Background: an optimization exercise with open tools, aiming at small area, a short achievable clock period and few clock cycles. Do not read the settings as production practice. The RTL was checked by simulation tests, not by an equivalence proof against the original design. Power is estimated from default activity; no workload was simulated.

$ cat design.v
module m10_numeng #(
    parameter [31:0] REF_CLK   = 32'd50000000,
    parameter [31:0] K_MS      = 32'd1000,
    parameter [31:0] K_US      = 32'd1,
    parameter [7:0]  FINE_WRAP = 8'd127
) (
    input  wire        clk,
    input  wire        rst,
    input  wire        tick,
    input  wire        cmd_valid,
    output wire        cmd_ready,
    input  wire [7:0]  cmd_op,
    input  wire [7:0]  cmd_imm,
    input  wire [31:0] cmd_arg,
    output wire        rsp_valid,
    output wire [2:0]  rsp_err,
    output wire [31:0] rsp_data,
    output wire        tx_valid,
    input  wire        tx_ready,
    output wire [7:0]  tx_data
);
    localparam integer MD_K    = 3;             
    localparam [4:0]   MD_LAST = 24 / MD_K - 1;
    localparam [6:0]   FINE_LAST = FINE_WRAP[6:0] - 7'd1;
    localparam [25:0]  NREF = REF_CLK[25:0];
    localparam [1:0] F_DEC = 2'd0;
    localparam [1:0] F_HEX = 2'd1;
    localparam [1:0] F_OCT = 2'd2;
    localparam [1:0] F_BIN = 2'd3;
    function [2:0] top8;
        input [7:0] x;
        begin
            top8[2] = |x[7:4];
            top8[1] = top8[2] ? |x[7:6] : |x[3:2];
            top8[0] = top8[2] ? (top8[1] ? x[7] : x[5]) : (top8[1] ? x[3] : x[1]);
        end
    endfunction
    function [4:0] top32;
        input [31:0] x;
        reg   [3:0]  g;
        reg   [2:0]  gi;
        reg   [7:0]  b;
        integer i;
        begin
            for (i = 0; i < 4; i = i + 1)
                g[i] = |x[8*i +: 8];
            gi = top8({4'd0, g});
            case (gi[1:0])
                2'd0: b = x[7:0];
                2'd1: b = x[15:8];
                2'd2: b = x[23:16];
                default: b = x[31:24];
            endcase
            top32 = {gi[1:0], top8(b)};
        end
    endfunction
    function [32:0] padd;
        input [31:0] a;
        input [31:0] b;
        input        ci;
        reg   [31:0] g, p, hp;
        integer l, i, q;
        begin
            hp = a ^ b;
            g  = a & b;
            p  = hp;
            g[0] = g[0] | (p[0] & ci);
            for (l = 0; l < 5; l = l + 1)
                for (i = 0; i < 32; i = i + 1)
                    if (((i >> l) & 1) == 1) begin
                        q = ((i >> l) << l) - 1;
                        g[i] = g[i] | (p[i] & g[q]);
                        p[i] = p[i] & p[q];
                    end
            padd = {g[31], hp ^ {g[30:0], ci}};
        end
    endfunction
    function [31:0] pinc;
        input [31:0] x;
        input        ci;
        reg   [31:0] p;
        integer l, i, q;
        begin
            p = x;
            for (l = 0; l < 5; l = l + 1)
                for (i = 0; i < 32; i = i + 1)
                    if (((i >> l) & 1) == 1) begin
                        q = ((i >> l) << l) - 1;
                        p[i] = p[i] & p[q];
                    end
            pinc = x ^ ({p[30:0], 1'b1} & {32{ci}});
        end
    endfunction
    function [3:0] dbl_dig;
        input [3:0] d;
        input       ci;
        begin
            dbl_dig[0] = ci;
            dbl_dig[1] = (!d[3] && !d[2] && d[0]) || (d[2] && d[1] && !d[0]) || (d[3] && !d[0]);
            dbl_dig[2] = (!d[2] && d[1]) || (d[2] && d[1] && d[0]) || (d[3] && !d[0]);
            dbl_dig[3] = (d[2] && !d[1] && !d[0]) || (d[3] && d[0]);
        end
    endfunction
    function [39:0] bcd_dbl;
        input [39:0] c;
        input        b;
        integer i;
        reg [3:0] d;
        reg       ci;
        begin
            ci = b;
            for (i = 0; i < 10; i = i + 1) begin
                d = c[4*i +: 4];
                bcd_dbl[4*i +: 4] = dbl_dig(d, ci);
                ci = d[3] || (d[2] && (d[1] || d[0]));
            end
        end
    endfunction
    reg [6:0]  fine;
    reg [31:0] coarse;
    wire       cinc = tick && (fine == FINE_LAST);
    wire [31:0] coarse_p1 = pinc(coarse, 1'b1);
    always @(posedge clk) begin
        if (rst) begin
            fine   <= 7'd0;
            coarse <= 32'd0;
        end else if (tick) begin
            if (fine == FINE_LAST) begin
                fine   <= 7'd0;
                coarse <= coarse_p1;
            end else begin
                fine <= fine + 7'd1;
            end
        end
    end
    reg chan_open;
    wire i_snap  = (cmd_op == 8'h01);
    wire i_ms    = (cmd_op == 8'h02);
    wire i_us    = (cmd_op == 8'h03);
    wire i_open  = (cmd_op == 8'h20);
    wire i_close = (cmd_op == 8'h21);
    wire i_pi    = (cmd_op == 8'h2C);
    wire i_pl    = (cmd_op == 8'h2D);
    wire i_u8    = (cmd_op == 8'h2E);
    wire i_z     = i_snap | i_ms | i_us | i_open | i_close;
    wire i_f     = i_pi | i_pl;
    wire i_print = i_f | i_u8;
    wire imm_bin = (cmd_imm == 8'h02);
    wire imm_oct = (cmd_imm == 8'h08);
    wire imm_dec = (cmd_imm == 8'h0A);
    wire imm_hex = (cmd_imm == 8'h10);
    wire imm_fmt = imm_bin | imm_oct | imm_dec | imm_hex;
    wire rate_bad = (cmd_arg == 32'd0) || (cmd_arg > REF_CLK);
    reg [2:0] i_err;
    always @(*) begin
        if (!(i_z | i_print))
            i_err = 3'd1;
        else if (i_z && cmd_imm != 8'h00)
            i_err = 3'd1;
        else if (i_f && !imm_fmt)
            i_err = 3'd1;
        else if ((i_close | i_print) && !chan_open)
            i_err = 3'd2;
        else if (i_open && rate_bad)
            i_err = 3'd3;
        else
            i_err = 3'd0;
    end
    wire i_ok = (i_err == 3'd0);
    wire        in_neg = i_f && imm_dec && cmd_arg[31];
    wire [1:0]  in_fmt = i_u8 ? F_DEC : imm_hex ? F_HEX : imm_oct ? F_OCT :
                         imm_bin ? F_BIN : F_DEC;
    reg  [7:0]  nz_a, nz_n;
    integer j;
    always @(*) begin
        for (j = 0; j < 8; j = j + 1) begin
            nz_a[j] = |cmd_arg[4*j +: 4];
            nz_n[j] = ~&cmd_arg[4*j +: 4];
        end
    end
    wire [2:0] tn_a = top8(nz_a);             
    wire [2:0] tn_n = top8(nz_n);             
    reg  [3:0] in_anib;
    always @(*) begin
        case (tn_a)
            3'd0: in_anib = cmd_arg[3:0];    3'd1: in_anib = cmd_arg[7:4];
            3'd2: in_anib = cmd_arg[11:8];   3'd3: in_anib = cmd_arg[15:12];
            3'd4: in_anib = cmd_arg[19:16];  3'd5: in_anib = cmd_arg[23:20];
            3'd6: in_anib = cmd_arg[27:24];  default: in_anib = cmd_arg[31:28];
        endcase
    end
    wire [2:0] tb_lo = top8({4'd0, in_anib});
    wire [4:0] tb_a = {tn_a, tb_lo[1:0]};
    wire       u8_hi    = (cmd_imm[7:4] != 4'd0);
    function [7:0] nib_bcd;
        input [3:0] n;
        nib_bcd = (n >= 4'd10) ? {4'd1, n - 4'd10} : {4'd0, n};
    endfunction
    reg  [7:0] in_abcd;
    always @(*) begin
        case (tn_a)
            3'd0: in_abcd = nib_bcd(cmd_arg[3:0]);    3'd1: in_abcd = nib_bcd(cmd_arg[7:4]);
            3'd2: in_abcd = nib_bcd(cmd_arg[11:8]);   3'd3: in_abcd = nib_bcd(cmd_arg[15:12]);
            3'd4: in_abcd = nib_bcd(cmd_arg[19:16]);  3'd5: in_abcd = nib_bcd(cmd_arg[23:20]);
            3'd6: in_abcd = nib_bcd(cmd_arg[27:24]);  default: in_abcd = nib_bcd(cmd_arg[31:28]);
        endcase
    end
    wire [7:0] in_fbcd  = nib_bcd(i_u8 ? (u8_hi ? cmd_imm[7:4] : cmd_imm[3:0]) : in_anib);
    wire [2:0] in_tnib  = i_u8 ? {2'd0, u8_hi} : tn_a;
    reg  [31:0] in_low;
    always @(*)
        for (j = 0; j < 8; j = j + 1)
            in_low[4*j +: 4] = (j < in_tnib) ? (i_u8 ? cmd_imm[4*j +: 4] : cmd_arg[4*j +: 4]) : 4'd0;
    reg  [7:0] az;          
    always @(*) begin
        az[0] = ~|cmd_arg[3:0];
        for (j = 1; j < 8; j = j + 1)
            az[j] = az[j-1] && ~|cmd_arg[4*j +: 4];
    end
    wire [2:0] in_nstart = (tn_n != 3'd7 && az[tn_n]) ? tn_n + 3'd1 : tn_n;
    reg  [39:0] in_rev;
    always @(*) begin
        in_rev[7:0] = 8'd0;
        for (j = 0; j < 8; j = j + 1)
            in_rev[4*(9-j) +: 4] = cmd_arg[4*j +: 4];
    end
    reg  [7:0] nz_t;
    always @(*)
        for (j = 0; j < 8; j = j + 1)
            nz_t[j] = |T[4*j +: 4];
    wire [2:0] tn_t = top8(nz_t);
    reg [25:0] div_r0;
    always @(*) begin
        case (tn_t)
            3'd0: div_r0 = 26'd0;
            3'd1: div_r0 = NREF >> 22;
            3'd2: div_r0 = NREF >> 18;
            3'd3: div_r0 = NREF >> 14;
            3'd4: div_r0 = NREF >> 10;
            3'd5: div_r0 = NREF >> 6;
            default: div_r0 = NREF >> 2;
        endcase
    end
    wire [4:0] div_c0 = 5'd25 - {tn_t, 2'd0};
    reg        rsp_q;       
    reg [2:0]  err_q;
    reg        res_q;       
    reg        ms_q;        
    reg        pr_act;      
    reg        md_act;      
    reg        md_stale;    
    reg        qv;          
    reg        ms_wait;     
    reg [4:0]  md_cnt;
    reg [9:0]  md_r;
    reg        b_go;        
    reg        b_div;
    reg        b_mini;
    reg        b_mul;
    wire bg_busy = b_go | b_div | b_mini | b_mul;
    reg        snd_act;
    reg [39:0] sd;
    reg [4:0]  sp;
    reg [1:0]  sfmt;
    reg        snl;
    reg [1:0]  sph;
    localparam [1:0] PH_SIGN = 2'd0;
    localparam [1:0] PH_DIG  = 2'd1;
    localparam [1:0] PH_NL   = 2'd2;
    reg [7:0]  txd;
    wire snd_end  = (sfmt == F_BIN) ? (sp == 5'd31) :
                    (sfmt == F_OCT) ? (sp == 5'd10) : (sp == 5'd9);
    wire snd_last = (sph == PH_NL) || (sph == PH_DIG && snd_end && !snl);
    wire snd_adv  = snd_act && tx_ready;
    wire snd_done = snd_adv && snd_last;
    wire cur_busy = rsp_q | ms_wait | pr_act;
    wire complete = rsp_q | snd_done;
    wire base_ready = !cur_busy || complete;
    assign cmd_ready = base_ready && !(bg_busy && {cmd_op[7:6], cmd_op[4:2]} == 5'd0);
    wire take = cmd_valid && cmd_ready;
    assign rsp_valid = rsp_q | snd_done;
    assign rsp_err   = err_q;
    reg [31:0] A;
    reg [31:0] T;
    reg [25:0] crf;
    reg [4:0]  bg_cnt;
    reg        mb;          
    reg        nb;          
    assign rsp_data = {T[31:24] & {8{res_q & !ms_q}}, T[23:0] & {24{res_q}}};
    wire        rneg = A[31];
    wire [31:0] opa = (b_div || b_mul) ? {A[30:0], b_div && nb} : A;
    wire [31:0] opb = b_div ? ({6'd0, T[25:0]} ^ {32{!rneg}}) :
                      (b_mul && !mb) ? 32'd0 : {6'd0, crf};
    wire [32:0] sum = padd(opa, opb, b_div && !rneg);
    wire        ge  = !sum[31];
    wire [4:0]  bg_cm1 = bg_cnt - 5'd1;
    reg  [7:0] nz_c;
    reg        c_tb;
    always @(*)
        for (j = 0; j < 8; j = j + 1)
            nz_c[j] = |coarse[4*j +: 4];
    wire [2:0] c_tn = top8(nz_c);
    always @(*) begin
        case (c_tn)
            3'd0: c_tb = coarse[3];   3'd1: c_tb = coarse[7];
            3'd2: c_tb = coarse[11];  3'd3: c_tb = coarse[15];
            3'd4: c_tb = coarse[19];  3'd5: c_tb = coarse[23];
            3'd6: c_tb = coarse[27];  default: c_tb = coarse[31];
        endcase
    end
    reg [9:0]  mdr_n;
    reg [31:0] mdt_n;
    reg [10:0] mdx;
    integer m;
    always @(*) begin
        mdr_n = md_r;
        mdt_n = T;
        for (m = 0; m < MD_K; m = m + 1) begin
            mdx = {mdr_n, mdt_n[23]};
            if (mdx[10] || (&mdx[9:5] && (mdx[4] || mdx[3]))) begin   
                mdr_n = mdx[9:0] - K_MS[9:0];
                mdt_n = {mdt_n[30:0], 1'b1};
            end else begin
                mdr_n = mdx[9:0];
                mdt_n = {mdt_n[30:0], 1'b0};
            end
        end
    end
    wire md_start = !qv && !md_act && !bg_busy && !take && !cinc;
    always @(posedge clk) begin
        if (rst) begin
            chan_open <= 1'b0;
            rsp_q     <= 1'b0;
            err_q     <= 3'd0;
            res_q     <= 1'b0;
            ms_q      <= 1'b0;
            pr_act    <= 1'b0;
            md_act    <= 1'b0;
            qv        <= 1'b0;
            ms_wait   <= 1'b0;
            b_go      <= 1'b0;
            b_div     <= 1'b0;
            b_mini    <= 1'b0;
            b_mul     <= 1'b0;
            A         <= 32'd0;
            crf       <= 26'd0;
        end else begin
            rsp_q <= 1'b0;
            if (snd_done)
                pr_act <= 1'b0;
            if (cinc)
                qv <= 1'b0;
            if (md_act) begin
                md_r   <= mdr_n;
                T      <= mdt_n;
                md_cnt <= md_cnt - 5'd1;
                if (cinc)
                    md_stale <= 1'b1;
                if (md_cnt == 5'd0) begin
                    md_act  <= 1'b0;
                    qv      <= !(md_stale || cinc);
                    ms_wait <= 1'b0;
                    if (ms_wait)
                        rsp_q <= 1'b1;
                end
            end else if (md_start) begin
                T        <= A;
                md_r     <= {2'd0, A[31:24]};
                md_cnt   <= MD_LAST;
                md_act   <= 1'b1;
                md_stale <= 1'b0;
            end
            if (b_div) begin
                A      <= sum[31:0];
                crf    <= {crf[24:0], ge};
                bg_cnt <= bg_cm1;
                nb     <= NREF[bg_cm1];
                if (bg_cnt == 5'd0) begin
                    b_div  <= 1'b0;
                    b_mini <= 1'b1;
                end
            end else if (b_mini) begin
                T      <= coarse;
                A      <= 32'd0;
                bg_cnt <= {c_tn, 2'b11};
                mb     <= c_tb;
                if (!cinc) begin
                    b_mini <= 1'b0;
                    b_mul  <= 1'b1;
                end
            end else if (b_mul) begin
                A      <= sum[31:0];
                bg_cnt <= bg_cm1;
                mb     <= T[bg_cm1];
                if (cinc) begin
                    b_mul  <= 1'b0;
                    b_mini <= 1'b1;
                end else if (bg_cnt == 5'd0) begin
                    b_mul  <= 1'b0;
                end
            end else if (b_go) begin
                b_go   <= 1'b0;
                b_div  <= 1'b1;
                bg_cnt <= div_c0;
                nb     <= NREF[div_c0];
                A      <= {6'd0, div_r0};
                crf    <= 26'd0;
            end else if (cinc) begin
                A <= sum[31:0];
            end
            if (take) begin
                err_q <= i_err;
                res_q <= 1'b0;
                ms_q  <= 1'b0;
                rsp_q <= !i_ok || !(i_ms || i_print);
                if (i_snap || i_us || i_open) begin
                    T      <= i_snap ? coarse : i_us ? A : {6'd0, cmd_arg[25:0]};
                    qv     <= 1'b0;
                    md_act <= 1'b0;
                end
                if (i_ms && !(qv || (md_act && md_cnt == 5'd0 && !md_stale)) &&
                    (!md_act || md_stale)) begin
                    T        <= A;
                    md_r     <= {2'd0, A[31:24]};
                    md_cnt   <= MD_LAST;
                    md_act   <= 1'b1;
                    md_stale <= cinc;
                end
                if (i_ok) begin
                    if (i_snap || i_us) begin
                        res_q <= 1'b1;
                    end else if (i_ms) begin
                        res_q <= 1'b1;
                        ms_q  <= 1'b1;
                        if (qv || (md_act && md_cnt == 5'd0 && !md_stale))
                            rsp_q <= 1'b1;
                        else
                            ms_wait <= 1'b1;
                    end else if (i_open) begin
                        chan_open <= 1'b1;
                        b_go      <= 1'b1;
                    end else if (i_close) begin
                        chan_open <= 1'b0;
                    end else begin
                        pr_act <= 1'b1;
                    end
                end
            end
        end
    end
    reg        eg_act;      
    reg        eg_com;      
    reg        eg_done;     
    reg        eg_ok;
    reg        eg_dead;
    reg [39:0] C;
    reg [2:0]  eq;
    reg [1:0]  eg_fmt;
    reg        eg_neg;
    reg        eg_nl;
    reg [4:0]  eg_tb;       
    reg [9:0] c_nz;
    always @(*)
        for (j = 0; j < 10; j = j + 1)
            c_nz[j] = |C[4*j +: 4];
    reg [3:0] c_low;
    always @(*) begin
        c_low = 4'd9;
        for (j = 8; j >= 0; j = j - 1)
            if (c_nz[j]) c_low = j[3:0];
    end
    reg  [3:0]  e_nib;
    always @(*) begin
        case (eq)
            3'd0: e_nib = C[3:0];    3'd1: e_nib = C[7:4];
            3'd2: e_nib = C[11:8];   3'd3: e_nib = C[15:12];
            3'd4: e_nib = C[19:16];  3'd5: e_nib = C[23:20];
            3'd6: e_nib = C[27:24];  default: e_nib = C[31:28];
        endcase
    end
    reg [39:0] bcd_in;
    always @(*)
        for (j = 0; j < 10; j = j + 1)
            bcd_in[4*j +: 4] = (9 - j > 7 || 9 - j > eq) ? C[4*(9-j) +: 4] : 4'd0;
    wire [39:0] c_n1 = bcd_dbl(bcd_in, e_nib[3]);
    wire [39:0] c_n2 = bcd_dbl(c_n1,   e_nib[2]);
    wire [39:0] c_n3 = bcd_dbl(c_n2,   e_nib[1]);
    wire [39:0] c_n4 = bcd_dbl(c_n3,   e_nib[0]);
    reg [39:0] c_step;
    always @(*)
        for (j = 0; j < 10; j = j + 1)
            c_step[4*j +: 4] = (j > 7 || j >= eq) ? c_n4[4*(9-j) +: 4] : C[4*j +: 4];
    wire i_pok      = chan_open && (i_u8 || (i_f && imm_fmt));
    wire p_take     = cmd_valid && base_ready;
    wire eg_spec    = eg_act && !eg_com && !eg_dead;
    wire snd_free   = !snd_act || snd_done;
    wire xfer       = eg_act && eg_done && !eg_dead &&
                      (eg_com || (p_take && eg_ok)) && snd_free;
    wire eg_free    = !eg_act || eg_dead || (xfer && eg_com);
    reg  [3:0] eg_to;       
    always @(*) begin
        case (eg_tb)
            5'd0, 5'd1, 5'd2:    eg_to = 4'd0;
            5'd3, 5'd4, 5'd5:    eg_to = 4'd1;
            5'd6, 5'd7, 5'd8:    eg_to = 4'd2;
            5'd9, 5'd10, 5'd11:  eg_to = 4'd3;
            5'd12, 5'd13, 5'd14: eg_to = 4'd4;
            5'd15, 5'd16, 5'd17: eg_to = 4'd5;
            5'd18, 5'd19, 5'd20: eg_to = 4'd6;
            5'd21, 5'd22, 5'd23: eg_to = 4'd7;
            5'd24, 5'd25, 5'd26: eg_to = 4'd8;
            5'd27, 5'd28, 5'd29: eg_to = 4'd9;
            default:             eg_to = 4'd10;
        endcase
    end
    wire [4:0] x_p0 = (eg_fmt == F_BIN) ? ~eg_tb :
                      (eg_fmt == F_OCT) ? 5'd10 - {1'b0, eg_to} : {1'b0, c_low};
    wire eg_load = cmd_valid && i_print && eg_free;
    always @(posedge clk) begin
        if (rst) begin
            eg_act <= 1'b0;
        end else if (eg_load) begin
            eg_act  <= 1'b1;
            eg_com  <= p_take && i_pok;
            eg_dead <= p_take && !i_pok;
            eg_ok   <= i_pok;
            eg_fmt <= in_fmt;
            eg_neg <= in_neg;
            eg_nl  <= i_pl;
            eg_tb  <= tb_a;
            if (in_fmt == F_DEC && in_neg) begin
                C       <= {8'd0, pinc(~cmd_arg, 1'b1)};
                eq      <= in_nstart;
                eg_done <= 1'b0;
            end else if (in_fmt == F_DEC) begin
                C       <= {in_fbcd[3:0], in_fbcd[7:4], in_low};
                eq      <= in_tnib - 3'd1;
                eg_done <= (in_tnib == 3'd0);
            end else begin
                C       <= in_rev;
                eg_done <= 1'b1;
            end
        end else if (eg_dead || (eg_spec && (!cmd_valid || (p_take && !eg_ok))) || xfer) begin
            eg_act <= 1'b0;
        end else begin
            if (eg_spec && p_take)
                eg_com <= 1'b1;
            if (!eg_done) begin
                C  <= c_step;
                eq <= eq - 3'd1;
                if (eq == 3'd0) eg_done <= 1'b1;
            end
        end
    end
    function [3:0] dsel;
        input [39:0] x;
        input [4:0]  idx;
        input [1:0]  fmt;
        reg   [3:0]  n;
        reg   [2:0]  o;
        reg   [32:0] a;      
        reg   [31:0] v;      
        reg   [32:0] ov;     
        integer i;
        begin
            a[32] = 1'b0;
            for (i = 0; i < 32; i = i + 1)
                a[i] = x[4*(9 - i/4) + i%4];
            for (i = 0; i < 32; i = i + 1)
                v[i] = a[31 - i];
            for (i = 0; i < 11; i = i + 1)
                ov[3*i +: 3] = a[3*(10 - i) +: 3];
            case (idx[3:0])
                4'd0: n = x[3:0];    4'd1: n = x[7:4];
                4'd2: n = x[11:8];   4'd3: n = x[15:12];
                4'd4: n = x[19:16];  4'd5: n = x[23:20];
                4'd6: n = x[27:24];  4'd7: n = x[31:28];
                4'd8: n = x[35:32];  default: n = x[39:36];
            endcase
            case (idx[3:0])
                4'd0: o = ov[2:0];    4'd1: o = ov[5:3];
                4'd2: o = ov[8:6];    4'd3: o = ov[11:9];
                4'd4: o = ov[14:12];  4'd5: o = ov[17:15];
                4'd6: o = ov[20:18];  4'd7: o = ov[23:21];
                4'd8: o = ov[26:24];  4'd9: o = ov[29:27];
                default: o = ov[32:30];
            endcase
            case (fmt)
                F_OCT:   dsel = {1'b0, o};
                F_BIN:   dsel = {3'd0, v[idx]};
                default: dsel = n;
            endcase
        end
    endfunction
    wire        nsel = !snd_act || snd_last;
    wire [39:0] dx   = nsel ? C : sd;
    wire [4:0]  dn   = nsel ? x_p0 : (sph == PH_SIGN) ? sp : sp + 5'd1;
    wire [1:0]  df   = nsel ? eg_fmt : sfmt;
    wire [3:0]  dv   = dsel(dx, dn, df);
    wire [7:0]  dch  = (dv < 4'd10) ? {4'h3, dv} : (8'h37 + {4'd0, dv});
    always @(posedge clk) begin
        if (rst) begin
            snd_act <= 1'b0;
        end else if (xfer) begin
            snd_act <= 1'b1;
            sd      <= C;
            sp      <= x_p0;
            sfmt    <= eg_fmt;
            snl     <= eg_nl;
            sph     <= eg_neg ? PH_SIGN : PH_DIG;
            txd     <= eg_neg ? 8'h2D : dch;
        end else if (snd_adv) begin
            if (snd_last) begin
                snd_act <= 1'b0;
            end else if (sph == PH_SIGN) begin
                sph <= PH_DIG;
                txd <= dch;
            end else if (!snd_end) begin
                sp  <= sp + 5'd1;
                txd <= dch;
            end else begin
                sph <= PH_NL;
                txd <= 8'h0A;
            end
        end
    end
    assign tx_valid = snd_act;
    assign tx_data  = txd;
endmodule
$ cat run.sh
#!/bin/bash
# synth_recipe.tcl (not shown) runs the flow's synth.tcl, then flattens the netlist and writes it again
# the make line also repeats each setting of config.mk as NAME=value (left out here)
make -C /OpenROAD-flow-scripts/flow DESIGN_CONFIG=/design/flow/config.mk WORK_HOME=/design/flow/orfs CLKGATE_MAP_FILE= SYNTH_SCRIPT=/design/flow/synth_recipe.tcl finish
$ cat config.mk
export PLATFORM = sky130hd
export DESIGN_NAME = m10_numeng
export DESIGN_NICKNAME = m10_numeng
export VERILOG_FILES = /design/flow/design.v
export SDC_FILE = /design/flow/constraint.sdc
export NUM_CORES = 4
export LEC_CHECK = 0
export ABC_AREA = 1
export CAP_MARGIN = 20
export CORE_MARGIN = 2
export CORE_UTILIZATION = 40
export PLACE_DENSITY = 0.6
export SETUP_SLACK_MARGIN = 2.5
export SLEW_MARGIN = 20
export TNS_END_PERCENT = 20
$ cat constraint.sdc
create_clock -name core_clock -period 6.0 [get_ports {clk}]
set_input_delay 1.2000 -clock core_clock [delete_from_list [all_inputs] [get_ports {clk}]]
set_output_delay 1.2000 -clock core_clock [all_outputs]
set_load 0.01 [all_outputs]
==> results.yml, run 1 <==
run_status:
  outcome: "no timing/DRC/antenna violations"
worst_setup_path:
  reg2reg_depth: 29
  worst_ep_arrival_time_ps: 3870
  cp_top_family: "simple AND/OR/NAND/NOR gates"
  setup.worst_path.start: "C[20]$_DFFE_PP_"
  slowest_delay_ps: 520
  crit_type: "flop to flop"
  cpMaxStageDelayCell: "edfxtp_1"
  crit_buf_inv: 4
  critical_path.most_common_cell: "nand2_1"
  crit_path_max_fanout: 10
  end_kind: "flop"
  required_ps: 6310
  reg2reg_slack_ps: 2450
  rr_startpoint: "C[20]$_DFFE_PP_"
  rr_endpoint: "txd[2]$_DFFE_PP_"
  worstSetupStartpointType: "flop"
layout:
  antenna_cells: 0
  num-nets-final: 4294
  fillers: 6257
  final_area_mm2: 0.0311
  drive_gt1_frac: 0.172
  area_delta_synth_final_pct: 24.6
clocking:
  htreeDepth: 2
  clk_pin_slew_worst_paths_ps: 60
  clock_latency_ps: 590
  clockBufferDepth: 3
  cts_num_sinks: 285
  postCtsHoldBufs: 0
  cts_tree: "built"
  root_buffer: "clkbuf_16"
  cts_buffers: 38
timing:
  hold_violations: 0
  period_share: 0.592
  max_slew.worst_pin.slew_ps: 936
  slew_headroom: 0.376
  rsz0062_at_grt: "true"
  drv_slew: 0
  clock-skew-final_ps: 31.7
  finalSetupViolCount: 0
  period_minus_slack_ps: 3550
  fmax_mhz: 282
  finalSetupTns_ps: 0
detailed_routing:
  wl_per_cell_um: 19.6
  via_count: 28300
  finalWirelength_um: 98900
  drtIter0Drc: 2860
  dr.pass1.iters: 9
  vias_per_cell: 5.61
  drc_errors: 0
  ant_nets: 0
synth:
  synth_enable_flop_cells: 168
  yosys-top-cells-area: "edfxtp_1 20%, nand2_1 13%, dfxtp_1 9.4%"
  yosysSeqAreaShare: 0.296
  synth-seq-cells: 285
  syn-instance-count: 3908
  async_flop_share: 0
  synth-main-ff-cell: "edfxtp_1"
  yosysTopAreaCell: "edfxtp_1"
  synth_top_area_share: 0.202
  synth.avg_cell_area_um2: 6.38
  synth_warnings: 7
  synth_cell_type_count: 75
  synthesis.area_mm2: 0.0249
hold_path:
  hold_depth: 0
  min_to: "snl$_DFFE_PP_"
  min_from: "eg_nl$_DFFE_PP_"
  min_path_type: "flop to flop"
die:
  die-height_um: 254
  rows: 91
  core_area_mm2: 0.0617
  die_x_um: 254
  io_pins: 99
  die_area_mm2: 0.0643
  start_util: 0.404
grt:
  first_global_vias: 24900
  grt_antenna_before_repair: 1
  grt_overflow: 0
  grt_pass1_wl_um: 144000
  grtUsageTotal: 0.290
  grt_max_degree: 70
place:
  gp_congestion: 0.977
  dp_hpwl_um: 71000
  dpl_cell_area_mm2: 0.0266
  portBuffers: 96
power:
  max-vdd-ir-drop_mv: 0.200
  p_leak_uw: 0.0136
  p_per_area_mw_per_mm2: 179
flow_run:
  cap_violations: 0
-- layer usage --
| layer | routed length (µm) | vias to the layer above | global-route usage |
|---|---|---|---|
| met4 | 5330 | 2 | 0.130 |
| met2 | 46800 | 1280 | 0.496 |
| met3 | 7230 | 314 | 0.0355 |
| met5 | 12 | - | 0 |
| met1 | 39400 | 13100 | 0.364 |
| li1 | - | 13600 | - |
-- what timing repair did --
item | CTS | global route
setup endpoints to repair | 208 | 177
buffers inserted | 75 | 140
gates resized for setup | 252 | 257
pin swaps | 34 | 100
gates cloned | 8 | 5
-- cell type report --
class	count	area, µm²	share of cell area
clock buffers	57	1090	0.0352
repair inverters	1	7.51	0.000242
inverters	589	2280	0.0733
multi-input cells	2900	16000	0.515
clock inverters	13	161	0.00519
flip-flops and latches	285	7400	0.238
repair buffers	354	3070	0.0989
well taps	837	1050	0.0337
-- power by group --
part / switching (µW) / total [µW] / leakage (µW) / internal (µW)
Sequential: 90.9 / 2230 / 0.00254 / 2140
Clock: 960 / 2360 / 0.000614 / 1400
Combinational: 614 / 978 / 0.0105 / 364
-- per-stage QoR --
stage	util	total power (µW)	cells	setup slack (ps)	hold WS (ps)
6_report	0.504	5560	5036	2450	427
5_1_grt	0.504	5750	5036	2260	452
4_1_cts	0.473	5460	4891	2380	428
3_5_place_dp	0.432	3090	4738	1220	415
3_3_place_gp	0.432	3090	4738	1210	404
2_1_floorplan	-	2800	3909	2070	400
-- layout by cell type, fill, tap and decap left out, drive strengths merged, types with 5 or more instances in the layout --
cell type,count
nand2,920
inv,579
nor2,524
o21ai,393
buf,257
a21oi,244
nand3,235
edfxtp,168
dfxtp,117
clkbuf,77
nor3,72
ha,66
o211ai,65
o22ai,54
clkdlybuf4s50,48
xor2,48
nand4,43
a31oi,34
o221ai,32
a211oi,22
nor4,21
xnor2,17
dlygate4sd2,15
or2,14
a22oi,13
clkinv,13
o21a,11
nand3b,10
clkinvlp,8
dlymetal6s2s,7
o2111ai,6
a221oi,6
fa,6
clkdlybuf4s15,5
-- Yosys cell counts (5+ instances only) --
cell         n
nand2_1    894
a31oi_1     34
a211oi_1    22
o221ai_1    32
dfxtp_1    117
a22oi_1     13
nand3_1    228
inv_2       23
ha_1        66
o22ai_1     53
nand2_2     22
a21oi_1    238
buf_1        9
xor2_1      48
fa_1         6
nor4_1      19
inv_1      554
nor2_4       8
nand3_2      5
or2_2       11
o21a_1      11
a21oi_2      6
nor3_1      67
buf_4        8
o21ai_0    350
a221oi_1     6
o21ai_2      8
edfxtp_1   168
clkinv_1    12
o2111ai_1    6
nor2_1     493
buf_2       25
o21ai_1     34
nand3b_1     9
o211ai_1    64
nand4_1     41
clkbuf_1    97
xnor2_1     16
nor2_2      18
-- how the worst max path moves through the flow --
stage / slack, ps / end / depth (start not counted)
after global placement: 1210 / C[6]$_DFFE_PP_ / 19
after global routing: 2260 / txd[2]$_DFFE_PP_ / 28
after detailed placement: 1220 / C[6]$_DFFE_PP_ / 19
final: 2450 / txd[2]$_DFFE_PP_ / 29
after CTS: 2380 / T[11]$_DFFE_PN_ / 13
after floorplan: 2070 / C[10]$_DFFE_PP_ / 17
-- logic make-up (layout without fill, tap and decap cells) --
group | Yosys count | after routing | synth area share
AND/OR/NAND/NOR | 1836 | 1844 | 0.314
adder cells (fa/ha/maj) | 72 | 72 | 0.0379
flip-flops | 285 | 285 | 0.296
AO/OA/AOI/OAI | 917 | 917 | 0.215
buffers and inverters | 732 | 1014 | 0.114
XOR/XNOR | 65 | 65 | 0.0231
other | 1 | 2 | 0.000150
-- flip-flops by register name, summed over array words and instances (netlist names), 7 cells and up --
signal  count
C          40
sd         40
A          32
T          32
coarse     32
crf        26
md_r       10
fine        7
txd         7
Testbench counts, summed over its fixed seeds: cycles 24,253.
==> run 2, diff against run 1 <==
==> flow/run.sh (new file) <==
#!/bin/bash
# The standard layout (standard.sh: ORFS synthesis to finish, unchanged),
# except that the ports are buffered with sky130_fd_sc_hd__buf_4 instead of the
# cell buffer_ports picks by default (a slow delay buffer, clkdlybuf4s50_1,
# which the platform's footprint-matched sizing can only swap for other delay
# cells). Every input and output port still gets its own buffer.
set -euo pipefail
export BUFFER_PORTS_ARGS="-buffer_cell sky130_fd_sc_hd__buf_4"
bash standard.sh finish > standard.log 2>&1
==> standard.sh (new file) <==
#!/bin/bash
# synth_recipe.tcl (not shown) runs the flow's synth.tcl, then flattens the netlist and writes it again
# the make line also repeats each setting of config.mk as NAME=value (left out here)
make -C /OpenROAD-flow-scripts/flow DESIGN_CONFIG=/design/flow/config.mk WORK_HOME=/design/flow/orfs CLKGATE_MAP_FILE= SYNTH_SCRIPT=/design/flow/synth_recipe.tcl "${@:-finish}"
--- a/config.mk
+++ b/config.mk
@@ -13,3 +13,2 @@
 export SETUP_SLACK_MARGIN = 2.5
 export SLEW_MARGIN = 20
-export TNS_END_PERCENT = 20
removed: run.sh
==> results.yml, run 2 <==
worst_setup_path:
  crit_buf_inv: 3
  slowest_delay_ps: 540
  crit_path_max_fanout: 6
  worstSetupStartpointType: "flop"
  rr_endpoint: "txd[2]$_DFFE_PP_"
  cp_num_cells: 26
  end_kind: "flop"
  critical_path.most_common_cell: "nand2_1"
  rr_startpoint: "C[21]$_DFFE_PP_"
  cpMaxStageDelayCell: "edfxtp_1"
  crit_type: "flop to flop"
  worst_ep_arrival_time_ps: 3890
  required_ps: 6320
  reg2reg_slack_ps: 2430
  cp_top_family: "simple AND/OR/NAND/NOR gates"
  reg2reg_depth: 26
synth:
  yosysMostFrequentCell: "nand2_1"
  synthesis.area_mm2: 0.0249
  async_flop_share: 0
  synth_commonest_cells: "894 x nand2_1, 554 x inv_1, 493 x nor2_1"
  synth.avg_cell_area_um2: 6.38
  yosys-top-cells-area: "edfxtp_1 20%, nand2_1 13%, dfxtp_1 9.4%"
  yosysTopAreaCell: "edfxtp_1"
  synth-main-ff-cell: "edfxtp_1"
  synth_top_area_share: 0.202
  synth-seq-cells: 285
  yosysSeqAreaShare: 0.296
  synth_cell_type_count: 75
  syn-instance-count: 3908
  synth_enable_flop_cells: 168
  synth_warnings: 7
timing:
  slew_headroom: 0.319
  max_slew.worst_pin.slew_ps: 1010
  rsz0062_at_grt: "true"
  period_share: 0.596
  finalSetupViolCount: 0
  clock-skew-final_ps: 20.7
  finalSetupTns_ps: 0
  drv_slew: 0
  fmax_mhz: 280
  hold_violations: 0
  period_minus_slack_ps: 3570
detailed_routing:
  finalWirelength_um: 102000
  vias_per_cell: 5.66
  drtIter0Drc: 2818
  dr.pass1.iters: 6
  ant_nets: 0
  drc_errors: 0
  wl_per_cell_um: 20.5
  via_count: 28200
grt:
  grtUsageTotal: 0.304
  first_global_vias: 25500
  grt_max_degree: 68
  grt_overflow: 0
  grt_pass1_wl_um: 151000
  grt_antenna_before_repair: 2
clocking:
  clk_pin_slew_worst_paths_ps: 60
  htreeDepth: 2
  root_buffer: "clkbuf_16"
  clock_latency_ps: 580
  cts_num_sinks: 285
  postCtsHoldBufs: 0
  cts_tree: "built"
  clockBufferDepth: 3
  cts_buffers: 38
layout:
  num-nets-final: 4249
  antenna_cells: 0
  area_delta_synth_final_pct: 23.6
  layout_commonest_cell: "nand2_1"
  drive_gt1_frac: 0.187
  final_area_mm2: 0.0308
  final_cell_mix: "855 x nand2_1, 507 x inv_1, 441 x nor2_1, 309 x o21ai_0, 285 x buf_4"
  top_regs: "C (40), sd (40)"
  fillers: 6265
power:
  power_frac_comb: 0.173
  p_sw_uw: 1690
  p_leak_uw: 0.0135
  clkPwrFrac: 0.431
  pwr-share-seq: 0.396
  netSwitchingFraction: 0.301
  p_per_area_mw_per_mm2: 183
  max-vdd-ir-drop_mv: 0.167
  p_int_uw: 3940
die:
  die_x_um: 254
  start_util: 0.404
  die-height_um: 254
  die_area_mm2: 0.0643
  core_area_mm2: 0.0617
  rows: 91
  io_pins: 99
hold_path:
  min_from: "eg_nl$_DFFE_PP_"
  hold_depth: 0
  min_to: "snl$_DFFE_PP_"
  min_path_type: "flop to flop"
run_status:
  outcome: "no timing/DRC/antenna violations"
place:
  portBuffers: 96
  gp_congestion: 0.982
  dpl_cell_area_mm2: 0.0264
  dp_hpwl_um: 73200
flow_run:
  cap_violations: 0
-- run 2: logic make-up (layout without fill, tap and decap cells) --
group           count (synthesis)  in the layout  share of synthesized area
compound gates                917            917                      0.215
flops                         285            285                      0.296
simple gates                 1836           1839                      0.314
fa+ha+maj                      72             72                     0.0379
xor+xnor                       65             65                     0.0231
buf+inv                       732            974                      0.114
other cells                     1              2                   0.000150
-- run 2: stage by stage --
| stage | utilization | hold WS, ps | power, µW | std cells | setup slack [ps] |
|---|---|---|---|---|---|
| after global placement | 0.428 | 419 | 3090 | 4727 | 1090 |
| after floorplan | - | 400 | 2800 | 3909 | 2350 |
| after CTS | 0.471 | 430 | 5540 | 4887 | 2420 |
| after global routing | 0.499 | 454 | 5820 | 4991 | 2290 |
| after detailed placement | 0.428 | 417 | 3090 | 4727 | 1050 |
| final | 0.499 | 433 | 5630 | 4991 | 2430 |
-- run 2: worst max path at each step --
stage                     start                  to
3_3_place_gp          cmd_op[6]     C[20]$_DFFE_PP_
6_report        C[21]$_DFFE_PP_    txd[2]$_DFFE_PP_
4_1_cts          T[0]$_DFFE_PN_  A[16]$_SDFFE_PP0P_
3_5_place_dp          cmd_op[6]      C[6]$_DFFE_PP_
5_1_grt        b_div$_SDFF_PP0_  A[16]$_SDFFE_PP0P_
2_1_floorplan         cmd_op[6]      C[4]$_DFFE_PP_
-- run 2: worst register-to-register path: stages (launching register included) --
cell	delay [ps]
edfxtp_1	540
inv_2	140
nand2_1	90
nor2_2	140
nand2_1	120
o21ai_4	220
nand2_1	80
nand2_1	80
nand2_1	70
nand2_1	110
o21ai_4	120
buf_4	170
nand2_2	140
nor2_4	60
nand2_1	60
nand2_1	50
nor2_1	160
nand3_1	190
a21oi_1	170
nand2_1	70
nand2_1	80
ha_1	160
inv_2	50
o21ai_1	120
nand2_1	60
nand2_1	50
nand2_1	40
-- run 2: area by class of cell --
cell class	instances	area, µm²	area share
Multi-Input combinational cell	2895	16100	0.523
Clock inverter	19	229	0.00743
Timing Repair inverter	6	60.1	0.00195
Clock buffer	51	1080	0.0351
Inverter	589	2320	0.0753
Timing Repair Buffer	309	2560	0.0832
Sequential cell	285	7400	0.240
Tap cell	837	1050	0.0340
-- run 2: power by group through the flow --
stage               clock (µW)  combinational (µW)  sequential [µW]
global placement             0                 821             2270
CTS                       2450                 867             2230
finish                    2430                 975             2230
global route              2530                1070             2230
detailed placement           0                 825             2270
floorplan                    0                 583             2220
-- run 2: repair_timing --
item	4_1_cts	5_1_grt
pin swaps	34	88
setup buffers	81	99
gates resized for setup	165	254
cloned	9	5
endpoints found under the hold margin	0	0
endpoints found under the setup margin	178	160
-- run 2: routing by layer --
layer,up-vias,part of all wire,global-route usage
met5,-,0.00025,0
met4,4,0.065,0.172
met3,368,0.084,0.0488
met2,1423,0.46,0.504
met1,12900,0.39,0.376
li1,13500,-,-
==> run 3, diff against run 2 <==
--- a/design.v
+++ b/design.v
@@ -212,11 +212,5 @@
         for (j = 0; j < 8; j = j + 1)
             in_low[4*j +: 4] = (j < in_tnib) ? (i_u8 ? cmd_imm[4*j +: 4] : cmd_arg[4*j +: 4]) : 4'd0;
-    reg  [7:0] az;          
-    always @(*) begin
-        az[0] = ~|cmd_arg[3:0];
-        for (j = 1; j < 8; j = j + 1)
-            az[j] = az[j-1] && ~|cmd_arg[4*j +: 4];
-    end
-    wire [2:0] in_nstart = (tn_n != 3'd7 && az[tn_n]) ? tn_n + 3'd1 : tn_n;
+    wire [2:0] in_nstart = (tn_n == 3'd7) ? 3'd7 : tn_n + 3'd1;
     reg  [39:0] in_rev;
     always @(*) begin
==> results.yml, run 3 <==
power:
  p_leak_uw: 0.0133
  power_uw: 5490
  p_per_area_mw_per_mm2: 180
  max-vdd-ir-drop_mv: 0.211
hold_path:
  min_path_type: "flop to flop"
worst_setup_path:
  critical_path.most_common_cell: "nand2_2"
  required_ps: 6490
  slowest_delay_ps: 540
  cp_top_family: "compound AO/OA/AOI/OAI gates"
  worst_ep_arrival_time_ps: 3990
  cp_cell_sequence: "xnor2_2 -> o21ai_2 -> fa_2 -> fa_2 -> nor2_2 -> a211oi_2 -> o21ai_2 -> nand2_1 -> nand2_2 -> nand2_2 -> nand2_4 -> a21boi_4 -> o21ai_4 -> nand2_2 -> o211ai_4 -> nand3_2 -> nand2_2 -> xor2_1 -> nand2_1 -> a21oi_1"
  crit_path_max_fanout: 5
  crit_type: "flop to flop"
  end_kind: "flop"
  crit_buf_inv: 0
  worstSetupStartpointType: "flop"
  cpMaxStageDelayCell: "edfxtp_1"
detailed_routing:
  drtIter0Drc: 2811
  via_count: 27700
  vias_per_cell: 5.69
  finalWirelength_um: 101000
  dr.pass1.iters: 7
  wl_per_cell_um: 20.7
  drc_errors: 0
  ant_nets: 0
place:
  dp_hpwl_um: 73000
  dpl_cell_area_mm2: 0.0263
  portBuffers: 96
  gp_congestion: 1.03
  dp_slack_ps: 1270
timing:
  finalSetupViolCount: 0
  drv_slew: 0
  period_minus_slack_ps: 3500
  finalSetupTns_ps: 0
  max_slew.worst_pin.slew_ps: 871
  period_share: 0.583
  rsz0062_at_grt: "true"
  layout_setup_ws_ps: 2500
  clock-skew-final_ps: 26.3
  slew_headroom: 0.413
  hold_violations: 0
  fmax_mhz: 286
layout:
  drive_gt1_frac: 0.189
  final_cell_mix: "832 x nand2_1, 475 x inv_1, 399 x nor2_1, 302 x o21ai_0, 285 x buf_4"
  final_area_mm2: 0.0305
  area_delta_synth_final_pct: 23.4
  final_core_util: 0.497
  top_regs: "C (40), sd (40)"
  layout_commonest_cell: "nand2_1"
  num-nets-final: 4163
grt:
  grt_pass1_wl_um: 147000
  grt_max_degree: 68
  grt_antenna_before_repair: 3
  grtUsageTotal: 0.298
  first_global_vias: 24700
  grt_overflow: 0
synth:
  synthesis.area_mm2: 0.0247
  synth_enable_flop_cells: 168
  synth.avg_cell_area_um2: 6.48
  synth_cell_type_count: 78
  async_flop_share: 0
  synth-main-ff-cell: "edfxtp_1"
  yosysMostFrequentCell: "nand2_1"
  synth-seq-cells: 285
  synth_commonest_cells: "876 x nand2_1, 519 x inv_1, 446 x nor2_1"
  yosysTopAreaCell: "edfxtp_1"
  yosys-top-cells-area: "edfxtp_1 20%, nand2_1 13%, dfxtp_1 9.5%"
  yosysSeqAreaShare: 0.299
  synth_warnings: 7
  syn-instance-count: 3815
  synth_top_area_share: 0.204
die:
  io_pins: 99
  start_util: 0.403
  die_x_um: 253
  die_area_mm2: 0.0638
  core_area_mm2: 0.0614
  rows: 91
  die-height_um: 253
clocking:
  clk_pin_slew_worst_paths_ps: 60
  cts_num_sinks: 285
  cts_tree: "built"
  cts_buffers: 37
  root_buffer: "clkbuf_16"
  clock_latency_ps: 590
  clockBufferDepth: 3
  htreeDepth: 2
run_status:
  outcome: "no timing/DRC/antenna violations"
flow_run:
  cap_violations: 0
==> run 3: area by class of cell <==
class,instances,area (µm²)
tap,790,988
multi-input combinational,2839,15900
clock buffer,49,1020
fill,6207,30900
clock inverter,18,229
timing repair buffer,319,2730
timing repair inverter,4,36.3
inverter,553,2180
antenna,4,10.0
sequential,285,7400
==> run 3: metrics by stage <==
stage,cells,hold WS [ps]
floorplan,3816,400
global placement,4596,450
detailed placement,4596,460
CTS,4733,468
global route,4857,499
finish,4861,465
==> run 3: cell families after synthesis <==
kind of cell             synth area share
AND/OR/NAND/NOR                     0.313
AO/OA/AOI/OAI                       0.219
buffers and inverters               0.108
flip-flops                          0.299
adder cells (fa/ha/maj)            0.0378
XOR/XNOR                           0.0236
other                            0.000152
==> run 3: power by group <==
group          switching, µW  total, µW  internal [µW]  leakage [µW]
registers               86.4       2220           2140       0.00254
clock network            967       2350           1380      0.000600
logic                    590        920            329        0.0101
==> run 3: repair_timing <==
action | 4_1_cts | 5_1_grt
setup endpoints to repair | 184 | 166
gates resized for setup | 131 | 254
gates cloned | 5 | 6
buffers inserted | 65 | 118
hold buffers | 0 | 0
pin swaps | 27 | 83
==> run 3: per-layer routing <==
metal  GRT usage  up-vias  part of all wire
met3      0.0443      320             0.080
li1            -    13300                 -
met1       0.374    12800              0.40
met2       0.493     1265              0.46
met4       0.157        2             0.060
met5           0        -           0.00014
==> run 3: final timing paths <==
kind / from / end / slack [ps] / cells after the start
setup / recovery: T[0]$_DFFE_PN_ / A[31]$_SDFFE_PP0P_ / 2500 / 20
hold / removal: ms_q$_SDFFE_PP0P_ / ms_q$_SDFFE_PP0P_ / 470 / 2
setup reg to reg: T[0]$_DFFE_PN_ / A[31]$_SDFFE_PP0P_ / 2500 / 20
hold reg to reg: ms_q$_SDFFE_PP0P_ / ms_q$_SDFFE_PP0P_ / 470 / 2
==> run 3: worst register-to-register path: stages, from the launching register on <==
cell      delay, ps
edfxtp_1        540
xnor2_2         240
o21ai_2          80
fa_2            350
fa_2            400
nor2_2          110
a211oi_2         70
o21ai_2         170
nand2_1          80
nand2_2          70
nand2_2          70
nand2_4          80
a21boi_4         80
o21ai_4         270
nand2_2         100
o211ai_4        130
nand3_2         130
nand2_2         120
xor2_1          150
nand2_1          70
a21oi_1         130
Testbench counts of run 3, summed over its fixed seeds: cycles 24,389.
==> run 4, diff against run 3 <==
--- a/config.mk
+++ b/config.mk
@@ -10,4 +10,6 @@
 export CORE_MARGIN = 2
 export CORE_UTILIZATION = 40
+export CTS_BUF_LIST = sky130_fd_sc_hd__clkbuf_8
+export CTS_CLUSTER_SIZE = 30
 export PLACE_DENSITY = 0.6
 export SETUP_SLACK_MARGIN = 2.5
==> results.yml, run 4 <==
run_status:
  outcome: "no timing/DRC/antenna violations"
timing:
  rsz0062_at_grt: "true"
  period_share: 0.588
  hold_violations: 0
  slew_headroom: 0.345
  drv_slew: 0
  max_slew.worst_pin.slew_ps: 979
  clock-skew-final_ps: 49.8
  fmax_mhz: 284
  finalSetupTns_ps: 0
  finalSetupViolCount: 0
  period_minus_slack_ps: 3530
power:
  clkPwrFrac: 0.391
  p_per_area_mw_per_mm2: 171
  max-vdd-ir-drop_mv: 0.166
  power_frac_comb: 0.176
  p_int_uw: 3490
  pwr-share-seq: 0.433
  netSwitchingFraction: 0.321
  p_sw_uw: 1650
  p_leak_uw: 0.0132
clocking:
  root_buffer: "clkbuf_8"
  htreeDepth: 2
  clk_pin_slew_worst_paths_ps: 60
  cts_buffers: 55
  cts_tree: "built"
  clockBufferDepth: 3
  postCtsHoldBufs: 0
  cts_num_sinks: 285
  clock_latency_ps: 700
die:
  die-height_um: 253
  start_util: 0.403
  io_pins: 99
  die_area_mm2: 0.0638
  rows: 91
  die_x_um: 253
  core_area_mm2: 0.0614
flow_run:
  cap_violations: 0
layout:
  top_regs: "C (40), sd (40)"
  layout_commonest_cell: "nand2_1"
  area_delta_synth_final_pct: 21.4
  layout.cells.non_filler: 4879
  fillers: 6287
  drive_gt1_frac: 0.187
  num-nets-final: 4162
  final_cell_mix: "827 x nand2_1, 501 x inv_1, 403 x nor2_1, 305 x o21ai_0, 269 x buf_4"
worst_setup_path:
  worst_ep_arrival_time_ps: 4050
  end_kind: "flop"
  worstSetupStartpointType: "flop"
  crit_type: "flop to flop"
  crit_path_max_fanout: 4
  required_ps: 6520
detailed_routing:
  vias_per_cell: 5.69
  wl_per_cell_um: 20.5
  drtIter0Drc: 3116
  finalWirelength_um: 99900
  ant_nets: 0
  dr.pass1.iters: 6
  drc_errors: 0
  via_count: 27800
grt:
  grt_use_met3: 0.0426
  grt_max_degree: 68
  grt_pass1_wl_um: 148000
  grt_util_met2: 0.496
  grt_overflow: 0
  first_global_vias: 24900
  grt_antenna_before_repair: 3
  grtUsageTotal: 0.298
  gr-usage-met1: 0.374
  busiest_layer: "met2"
place:
  portBuffers: 96
  gp_congestion: 1.03
  dp_hpwl_um: 73000
  placed_cells: 4596
synth:
  synth-seq-cells: 285
  yosysMostFrequentCell: "nand2_1"
  synth_enable_flop_cells: 168
  synth_cell_type_count: 78
  synth_warnings: 7
  synth_top_area_share: 0.204
  synth_commonest_cells: "876 x nand2_1, 519 x inv_1, 446 x nor2_1"
  syn-instance-count: 3815
  synth-main-ff-cell: "edfxtp_1"
  yosysSeqAreaShare: 0.299
  synthesis.area_mm2: 0.0247
  synth.avg_cell_area_um2: 6.48
  async_flop_share: 0
  yosys-top-cells-area: "edfxtp_1 20%, nand2_1 13%, dfxtp_1 9.5%"
  yosysTopAreaCell: "edfxtp_1"
hold_path:
  min_path_type: "flop to flop"
==> run 4: cells by family (layout without fill, tap and decap cells) <==
group           Yosys count  count (layout)  synth area share
buf+inv                 695             960             0.108
xor+xnor                 65              65            0.0236
simple gates           1774            1778             0.313
fa+ha+maj                71              71            0.0378
compound gates          924             924             0.219
flops                   285             285             0.299
other cells               1               6          0.000152
==> run 4: power by group through the flow <==
stage | Combinational, µW | Sequential, µW | Clock [µW]
floorplan | 568 | 2220 | 0
global placement | 782 | 2270 | 0
detailed placement | 785 | 2270 | 0
CTS | 809 | 2230 | 2040
global route | 995 | 2220 | 2110
finish | 906 | 2220 | 2010
==> run 4: layer usage <==
metal | vias up | part of all wire
li1 | 13300 | -
met2 | 1371 | 0.46
met1 | 12800 | 0.39
met4 | 2 | 0.062
met3 | 334 | 0.082
met5 | - | 0.00030
==> run 4: area by class of cell <==
| cell class | instances | area, µm² | share of cell area |
|---|---|---|---|
| Tap cell | 790 | 988 | 0.0329 |
| Sequential cell | 285 | 7400 | 0.247 |
| Multi-Input combinational cell | 2840 | 15800 | 0.527 |
| Clock buffer | 68 | 936 | 0.0312 |
| Antenna cell | 4 | 10.0 | 0.000334 |
| Timing Repair Buffer | 302 | 2520 | 0.0842 |
| Inverter | 553 | 2140 | 0.0714 |
| Timing Repair inverter | 1 | 5.00 | 0.000167 |
| Clock inverter | 36 | 173 | 0.00575 |
==> run 4: through the flow <==
| step | total power, µW | instance area [µm²] | hold WS, ps | util | setup slack, ps |
|---|---|---|---|---|---|
| 6_report | 5140 | 30000 | 468 | 0.489 | 2470 |
| 5_1_grt | 5330 | 30000 | 498 | 0.489 | 2320 |
| 3_5_place_dp | 3050 | 26300 | 460 | 0.428 | 1270 |
| 4_1_cts | 5070 | 28300 | 469 | 0.461 | 2480 |
| 3_3_place_gp | 3050 | 26300 | 450 | 0.428 | 1210 |
| 2_1_floorplan | 2780 | 24900 | 400 | - | 2290 |
==> run 4: path summary, 6_finish.rpt <==
| path | slack, ps | from | end | depth (start not counted) |
|---|---|---|---|---|
| worst min-delay path | 470 | ms_q$_SDFFE_PP0P_ | ms_q$_SDFFE_PP0P_ | 2 |
| worst min register to register | 470 | ms_q$_SDFFE_PP0P_ | ms_q$_SDFFE_PP0P_ | 2 |
| worst max-delay path | 2470 | T[0]$_DFFE_PN_ | A[16]$_SDFFE_PP0P_ | 16 |
| worst max register to register | 2470 | T[0]$_DFFE_PN_ | A[16]$_SDFFE_PP0P_ | 16 |
==> run 4: repair_timing <==
item,in CTS,in global routing
setup buffers,63,105
resized for setup,121,238
pin swaps,28,94
setup endpoints to repair,173,163
cloned,4,3
endpoints found under the hold margin,0,0
==> run 4: worst max-delay path: stages (launching register included) <==
cell	delay, ps
edfxtp_1	540
xnor2_2	230
o21ai_2	80
fa_2	360
fa_2	430
nor2_2	110
a211oi_2	60
o21ai_2	170
nand2_1	80
nand2_2	70
nand2_2	60
nand2_4	70
a21boi_4	80
o21ai_4	270
fa_2	480
a211oi_2	190
a211oi_1	80
==> run 5, diff against run 4 <==
--- a/config.mk
+++ b/config.mk
@@ -15,2 +15,3 @@
 export SETUP_SLACK_MARGIN = 2.5
 export SLEW_MARGIN = 20
+export TNS_END_PERCENT = 20
==> results.yml, run 5 <==
timing:
  max_slew.worst_pin.slew_ps: 901
  finalSetupViolCount: 0
  finalSetupTns_ps: 0
  fmax_mhz: 284
  drv_slew: 0
  hold_violations: 0
  period_share: 0.587
  period_minus_slack_ps: 3520
  clock-skew-final_ps: 28.3
  slew_headroom: 0.393
  rsz0062_at_grt: "true"
power:
  max-vdd-ir-drop_mv: 0.177
  p_int_uw: 3620
  p_sw_uw: 1640
  netSwitchingFraction: 0.311
  clkPwrFrac: 0.408
  pwr-share-seq: 0.424
  power_frac_comb: 0.169
  p_per_area_mw_per_mm2: 175
  p_leak_uw: 0.0132
  power_uw: 5260
layout:
  layout_commonest_cell: "nand2_1"
  layout.cells.non_filler: 4874
  top_regs: "C (40), sd (40)"
  final_area_mm2: 0.0301
  final_cell_mix: "834 x nand2_1, 498 x inv_1, 406 x nor2_1, 305 x o21ai_0, 273 x buf_4"
  final_core_util: 0.490
  area_delta_synth_final_pct: 21.6
  num-nets-final: 4164
  drive_gt1_frac: 0.184
synth:
  synthesis.area_mm2: 0.0247
  yosys-top-cells-area: "edfxtp_1 20%, nand2_1 13%, dfxtp_1 9.5%"
  synth_warnings: 7
  synth_top_area_share: 0.204
  syn-instance-count: 3815
  yosysMostFrequentCell: "nand2_1"
  yosysSeqAreaShare: 0.299
  yosysTopAreaCell: "edfxtp_1"
  async_flop_share: 0
  synth_cell_type_count: 78
  synth_commonest_cells: "876 x nand2_1, 519 x inv_1, 446 x nor2_1"
  synth.avg_cell_area_um2: 6.48
  synth-seq-cells: 285
  synth-main-ff-cell: "edfxtp_1"
  synth_enable_flop_cells: 168
worst_setup_path:
  crit_type: "flop to flop"
  crit_path_max_fanout: 6
  slowest_delay_ps: 450
  rr_startpoint: "sp[1]$_DFFE_PP_"
  worst_ep_arrival_time_ps: 3920
  setup.worst_path.start: "sp[1]$_DFFE_PP_"
  reg2reg_depth: 23
  cp_cell_sequence: "buf_4 -> buf_4 -> ha_2 -> xnor2_2 -> nand2_1 -> o21ai_1 -> inv_1 -> nand4_1 -> nand2_4 -> nor2_4 -> inv_4 -> nor2_4 -> buf_4 -> buf_4 -> o211ai_1 -> nand2_1 -> nor2_1 -> nand4_1 -> nand2_1 -> nor2_4 -> nand3_1 -> nand3_1 -> nand2_1"
  crit_buf_inv: 6
  worstSetupStartpointType: "flop"
  required_ps: 6400
  end_kind: "flop"
  reg2reg_slack_ps: 2480
  cpMaxStageDelayCell: "edfxtp_1"
  cp_top_family: "simple AND/OR/NAND/NOR gates"
  rr_endpoint: "txd[0]$_DFFE_PP_"
clocking:
  clock_latency_ps: 670
  cts_num_sinks: 285
  cts_buffers: 55
  postCtsHoldBufs: 0
  root_buffer: "clkbuf_8"
  cts_tree: "built"
  clk_pin_slew_worst_paths_ps: 70
  htreeDepth: 2
  clockBufferDepth: 3
place:
  gp_congestion: 1.00
  placed_cells: 4592
  dpl_cell_area_mm2: 0.0261
  dp_hpwl_um: 72800
  portBuffers: 96
detailed_routing:
  via_count: 27900
  finalWirelength_um: 102000
  wl_per_cell_um: 20.8
  vias_per_cell: 5.72
  ant_nets: 0
  drtIter0Drc: 2925
  dr.pass1.iters: 8
  drc_errors: 0
die:
  die_area_mm2: 0.0638
  die-height_um: 253
  core_area_mm2: 0.0614
  io_pins: 99
  die_x_um: 253
  rows: 91
  start_util: 0.403
hold_path:
  min_to: "snl$_DFFE_PP_"
  min_path_type: "flop to flop"
  hold_depth: 0
  min_from: "eg_nl$_DFFE_PP_"
flow_run:
  cap_violations: 0
run_status:
  outcome: "no timing/DRC/antenna violations"
grt:
  grt_overflow: 0
  grt_pass1_wl_um: 149000
  grt_max_degree: 59
  first_global_vias: 25700
  grt_antenna_before_repair: 1
  grtUsageTotal: 0.303
==> run 5: cell count changes in the layout (fill, tap and decap cells not counted), moves of 4 or more <==
cell / previous run / this run
buf_4: 269 / 273
buf_6: 18 / 9
bufinv_16: 0 / 4
clkinv_2: 14 / 10
clkinvlp_4: 6 / 10
nand2_1: 827 / 834
nand2_2: 60 / 52
nand2_4: 10 / 18
nand2_8: 8 / 2
nand3_2: 19 / 14
nand3_4: 5 / 9
nor2_4: 37 / 32
o21ai_4: 1 / 5
==> run 5: worst reg2reg max path, cell delays in order (launching register included) <==
cell,delay (ps)
edfxtp_1,450
buf_4,160
buf_4,120
ha_2,190
xnor2_2,180
nand2_1,70
o21ai_1,150
inv_1,80
nand4_1,130
nand2_4,110
nor2_4,260
inv_4,90
nor2_4,170
buf_4,150
buf_4,90
o211ai_1,80
nand2_1,70
nor2_1,70
nand4_1,90
nand2_1,160
nor2_4,190
nand3_1,80
nand3_1,80
nand2_1,50
==> run 5: area by class of cell <==
class | instances | area [µm²]
multi-input cells | 2842 | 15800
fillers | 6316 | 31300
flip-flops and latches | 285 | 7400
clock buffers | 67 | 922
repair inverters | 2 | 25.0
diodes | 2 | 5.00
well taps | 790 | 988
repair buffers | 301 | 2540
inverters | 553 | 2170
clock inverters | 32 | 245
==> run 5: layer usage <==
metal  global-route usage  vias to the layer above  part of all wire  wire, µm
li1                     -                    13300                 -         -
met1                0.366                    12800              0.38     39000
met2                0.505                     1389              0.46     46800
met3               0.0405                      370             0.079      7970
met4                0.201                        0             0.077      7770
met5                    0                        -                 0         0
==> run 5: worst max-delay path by stage <==
stage                                     to  cells past startpoint
final                       txd[0]$_DFFE_PP_                     23
after global routing         C[20]$_DFFE_PP_                     20
after CTS                    C[37]$_DFFE_PP_                     19
after detailed placement     C[21]$_DFFE_PP_                     18
after global placement        C[1]$_DFFE_PP_                     18
after floorplan           A[31]$_SDFFE_PP0P_                     24
==> run 5: cell families after synthesis <==
kind of cell | synth area share
adders and majority gates | 0.0378
buffers and inverters | 0.108
AOI/OAI and AO/OA | 0.219
other | 0.000152
and+or+nand+nor | 0.313
xor gates and xnor gates | 0.0236
DFF | 0.299
==> run 5: metrics by stage <==
stage / setup WS, ps / hold WS, ps
2_1_floorplan: 2120 / 400
3_3_place_gp: 1070 / 447
3_5_place_dp: 1070 / 440
4_1_cts: 2380 / 450
5_1_grt: 2340 / 459
6_report: 2480 / 448
==> run 5: power by group through the flow <==
stage | logic [µW] | clock network (µW) | registers, µW
finish | 887 | 2140 | 2230
global route | 977 | 2250 | 2230
CTS | 811 | 2170 | 2220
detailed placement | 791 | 0 | 2270
global placement | 785 | 0 | 2270
floorplan | 566 | 0 | 2220
==> run 5: timing repair <==
action                                  4_1_cts  5_1_grt
gates resized for setup                     132      238
endpoints found under the setup margin      185      168
buffers inserted                             56      113
gates cloned                                  4        8
pin swaps                                    18       77

-- static timing again, ports no longer ideal --
No port has a modelled driver above. Below, the same layouts with a new extraction and two added sets of constraints. Step 1: set_driving_cell puts a clkbuf_16 on clk and a buf_2 on each other input, an assumption about the parent block. Step 2, shift: input delay + t, output delay - t, t = (earliest + latest rising clock arrival at the registers) / 2. This alone moves slack from input paths to output paths. Three values: ideal ports, drivers, drivers and shift; two values: the first two.
run	t, ns	setup slack, ns	latest minus earliest clock arrival (ns)
run 1	0.633	2.448 / 2.433 / 1.897	0.033 / 0.033
run 2	0.632	2.426 / 2.426 / 1.913	0.030 / 0.030
run 3	0.637	2.499 / 2.499 / 1.958	0.031 / 0.031
run 4	0.730	2.474 / 2.474 / 1.885	0.053 / 0.053
run 5	0.709	2.478 / 2.449 / 1.860	0.035 / 0.034
After both steps setup and hold are still met in every run listed. For run 5, which loses most, drivers alone change the setup slack by -0.029 ns; drivers and shift together by -0.618 ns.
